This is an optimization exercise on Yosys and OpenROAD, whose aim is small area, not a production implementation.
In this exercise RTL edits were held to simulation tests only and were not proved equivalent to the original.
Power is estimated from default activity; no workload was simulated.

Design ws5_fdc, start of the top module:
module ws5_fdc (
    input  wire        clk,
    input  wire        rst,
    input  wire        in_valid,
    input  wire [7:0]  in_byte,
    output wire        in_ready,
    input  wire        bus_req,
    input  wire        bus_we,
    input  wire [8:0]  bus_addr,
    input  wire [1:0]  bus_size,
    input  wire [31:0] bus_wdata,
    output wire [31:0] bus_rdata,
    output wire        bus_err,
    output wire        irq
);
Size in the first run: ~770 cells after synthesis.
Settings: LEC_CHECK=0, CAP_MARGIN=20, CORE_MARGIN=2, CORE_UTILIZATION=60, PLACE_DENSITY=0.75, SLEW_MARGIN=20, SYNTH_HIERARCHICAL=1, SYNTH_MINIMUM_KEEP_SIZE=0; clock period 10.0 ns.
standard.sh (not shown) runs the stock make flow with config.mk's settings and CLKGATE_MAP_FILE= SYNTH_SCRIPT=/design/flow/synth_recipe.tcl, a recipe that flattens the netlist after the stock synthesis.
==> flow/flow/run.sh <==
#!/bin/bash
# The standard layout (standard.sh), with these changes:
#  - after the standard synthesis, every combinational cell gets the smallest
#    drive strength of its family (flow/downsize.py); placement's repair_design
#    then resizes or buffers where a net needs more drive;
#  - ports are buffered with sky130_fd_sc_hd__buf_1 (every port still gets its
#    own buffer);
#  - the clock tree is built from clkbuf_4 cells in clusters of up to 8 sinks,
#    without dummy loads.
# Each step's output goes to its own log here; ORFS keeps each tool's log under
# orfs/logs/.
set -euo pipefail
R=orfs/results/sky130hd/ws5_fdc/base
LIB="$FLOW_HOME/platforms/sky130hd/lib/sky130_fd_sc_hd__tt_025C_1v80.lib"
bash standard.sh synth > make_synth.log 2>&1
python3 flow/downsize.py "$LIB" "$R/1_2_yosys.v" > downsize.log 2>&1
rm -f "$R/1_synth.odb" "$R/1_synth.sdc"
bash standard.sh \
  "BUFFER_PORTS_ARGS=-buffer_cell sky130_fd_sc_hd__buf_1" \
  "CTS_ARGS=-sink_clustering_enable -repair_clock_nets -dont_use_dummy_load -buf_list sky130_fd_sc_hd__clkbuf_4 -sink_clustering_size 8 -sink_clustering_max_diameter 50" \
  finish > make_finish.log 2>&1
Other scripts of this flow, unchanged in this note and not shown: flow/flow/downsize.py
Change:
--- a/flow/flow/run.sh
+++ b/flow/flow/run.sh
@@ -8 +8 @@
-#  - the clock tree is built from clkbuf_4 cells in clusters of up to 8 sinks,
+#  - the clock tree is built from clkbuf_8 cells in clusters of up to 16 sinks,
@@ -20 +20 @@
-  "CTS_ARGS=-sink_clustering_enable -repair_clock_nets -dont_use_dummy_load -buf_list sky130_fd_sc_hd__clkbuf_4 -sink_clustering_size 8 -sink_clustering_max_diameter 50" \
+  "CTS_ARGS=-sink_clustering_enable -repair_clock_nets -dont_use_dummy_load -buf_list sky130_fd_sc_hd__clkbuf_8 -sink_clustering_size 16 -sink_clustering_max_diameter 80" \
- The new run completed with no timing, DRC or antenna violations
- final area hardly moves
- global-route usage goes down by 0.52 points
- worst setup slack degrades by 0.019 ns
- sequential share of layout area is about the same


onyx:
Another version of the RTL of ws5_fdc (not shown whole).
Size: about 770 cells after synthesis, roughly 91 I/O pins, about 11000 um^2 of cells after synthesis.
==> flow/config.mk <==
export PLATFORM = sky130hd
export DESIGN_NAME = ws5_fdc
export DESIGN_NICKNAME = ws5_fdc
export VERILOG_FILES = /design/flow/design.v
export SDC_FILE = /design/flow/constraint.sdc
export NUM_CORES = 4
export LEC_CHECK = 0
export CAP_MARGIN = 5
export CORE_MARGIN = 2
export CORE_UTILIZATION = 60
export PLACE_DENSITY = 0.75
export SLEW_MARGIN = 5
export SYNTH_HIERARCHICAL = 1
export SYNTH_MINIMUM_KEEP_SIZE = 0
==> flow/constraint.sdc <==
create_clock -name core_clock -period 10.0 [get_ports {clk}]
set_input_delay 2.0000 -clock core_clock [delete_from_list [all_inputs] [get_ports {clk}]]
set_output_delay 2.0000 -clock core_clock [all_outputs]
set_load 0.01 [all_outputs]
==> flow/flow/run.sh <==
#!/bin/bash
# The standard layout (standard.sh), with these changes:
#  - after the standard synthesis, every combinational cell gets the smallest
#    drive strength of its family (flow/downsize.py); placement's repair_design
#    then resizes or buffers where a net needs more drive;
#  - ports are buffered with sky130_fd_sc_hd__buf_1 (every port still gets its
#    own buffer);
#  - the clock tree is built from clkbuf_4 cells in clusters of up to 10 sinks,
#    without dummy loads.
# Each step's output goes to its own log here; ORFS keeps each tool's log under
# orfs/logs/.
set -euo pipefail
R=orfs/results/sky130hd/ws5_fdc/base
LIB="$FLOW_HOME/platforms/sky130hd/lib/sky130_fd_sc_hd__tt_025C_1v80.lib"
bash standard.sh synth > make_synth.log 2>&1
python3 flow/downsize.py "$LIB" "$R/1_2_yosys.v" > downsize.log 2>&1
rm -f "$R/1_synth.odb" "$R/1_synth.sdc"
bash standard.sh \
  "BUFFER_PORTS_ARGS=-buffer_cell sky130_fd_sc_hd__buf_1" \
  "CTS_ARGS=-sink_clustering_enable -repair_clock_nets -dont_use_dummy_load -buf_list sky130_fd_sc_hd__clkbuf_4 -sink_clustering_size 10 -sink_clustering_max_diameter 60" \
  finish > make_finish.log 2>&1
Other scripts of this flow, unchanged in this note and not shown: flow/flow/downsize.py
--- input diff onyx..xenon ---
- a change of CAP_MARGIN from 5 to 20
- a change of PLACE_DENSITY from 0.75 to 0.6
- a change of SLEW_MARGIN from 5 to 20
- a change of CORE_UTILIZATION from 60 to 40
-- flow/flow/run.sh --
<<< onyx, line 8
#  - the clock tree is built from clkbuf_4 cells in clusters of up to 10 sinks,
>>> xenon, line 8
#  - the clock tree is built from clkbuf_8 cells in clusters of up to 16 sinks,
<<< onyx, line 20
  "CTS_ARGS=-sink_clustering_enable -repair_clock_nets -dont_use_dummy_load -buf_list sky130_fd_sc_hd__clkbuf_4 -sink_clustering_size 10 -sink_clustering_max_diameter 60" \
>>> xenon, line 20
  "CTS_ARGS=-sink_clustering_enable -repair_clock_nets -dont_use_dummy_load -buf_list sky130_fd_sc_hd__clkbuf_8 -sink_clustering_size 16 -sink_clustering_max_diameter 80" \
--- outcome ---
- [xenon] ratio of final minimum period to clock period fell 1.2 points relative to onyx
- Between xenon and onyx, the wire length figures differ only marginally.
- Side by side, post-layout total power turned out higher in xenon than in onyx.
### xenon -> indigo
- changing CAP_MARGIN from 20 to 5
- setting GPL_TIMING_DRIVEN to 0 for the first time
- changing SLEW_MARGIN from 20 to 5
- changing CORE_UTILIZATION from 40 to 60
- changing PLACE_DENSITY from 0.6 to 0.75
-- flow/flow/run.sh --
<<< xenon, line 8
#  - the clock tree is built from clkbuf_8 cells in clusters of up to 16 sinks,
>>> indigo, line 8
#  - the clock tree is built from clkbuf_4 cells in clusters of up to 10 sinks,
<<< xenon, line 20
  "CTS_ARGS=-sink_clustering_enable -repair_clock_nets -dont_use_dummy_load -buf_list sky130_fd_sc_hd__clkbuf_8 -sink_clustering_size 16 -sink_clustering_max_diameter 80" \
>>> indigo, line 20
  "CTS_ARGS=-sink_clustering_enable -repair_clock_nets -dont_use_dummy_load -buf_list sky130_fd_sc_hd__clkbuf_4 -sink_clustering_size 10 -sink_clustering_max_diameter 60" \
Results
- Sort xenon and indigo by power of the clock network, ascending, and indigo comes first.
- Looking only at layout filler cell count, and setting everything else aside, the higher value of xenon and indigo goes to xenon.
- Diff xenon and indigo: post-route clock period utilization lower in xenon
- Looking at the reports, indigo completed the entire flow and the layout it produced met the timing, DRC and antenna checks.
- Going from xenon to indigo, the combinational share of power was found to have gone up by 0.6 points.
- Between xenon and indigo, fraction of area in multi-input gates increased.
- Status: post-route standard cell area excluding fillers parity (xenon, indigo)
- indigo vs. xenon: achievable clock frequency moved down, number of hold violations in the final report neither gained nor lost much, met2 demand-to-capacity share in global routing went up 21 points, minimum clock period after layout rose by 770 ps.
Changes in garnet relative to indigo:
- CAP_MARGIN: 5 -> 20
- SLEW_MARGIN: 5 -> 20
- GPL_TIMING_DRIVEN: 0 -> unset
## What came out
Compared with indigo, garnet improves leakage power. Per the comparison of garnet with indigo, flip-flop and latch share of the layout cell area went up 1.2 points; time the final worst path needs with I/O delays and setup went down 670 ps.

## what the ideal ports hide
The results above use ideal ports. As a check the final layouts listed here were re-extracted and re-timed, cells and wires unchanged. Step 1 assumes that a clkbuf_16 drives the clock port and a buf_2 every other input. Step 2 moves the port delays by t, midway between the first and last clock arrival at a register: inputs arrive t later, outputs are due t later. That takes back most of the time a late clock gives input paths. Slacks: ideal / step 1 / step 2; pairs: ideal / step 1.
run | shift t [ns] | slack for setup (ns) | hold slack, ns | latest minus earliest clock arrival (ns) | worst data-port slew with drivers (ns)
the first run of note 1 | 0.646 | 1.074 / 1.050 / 1.050 | 0.414 / 0.414 / 0.414 | 0.092 / 0.091 | 0.04
the second run of note 1 | 0.561 | 1.055 / 1.030 / 1.030 | 0.448 / 0.448 / 0.448 | 0.033 / 0.033 | 0.04
onyx | 0.691 | 1.269 / 1.242 / 1.242 | 0.417 / 0.417 / 0.417 | 0.077 / 0.077 | 0.04
xenon | 0.554 | 1.391 / 1.369 / 1.369 | 0.421 / 0.421 / 0.421 | 0.042 / 0.041 | 0.05
indigo | 0.686 | 0.619 / 0.595 / 0.595 | 0.460 / 0.460 / 0.460 | 0.055 / 0.056 | 0.04
garnet | 0.690 | 1.289 / 1.261 / 1.261 | 0.422 / 0.422 / 0.422 | 0.068 / 0.068 | 0.04
After both steps every run listed still meets setup and hold. The setup slack of garnet, which loses most, moves by -0.028 ns with the drivers and by -0.028 ns with both steps.
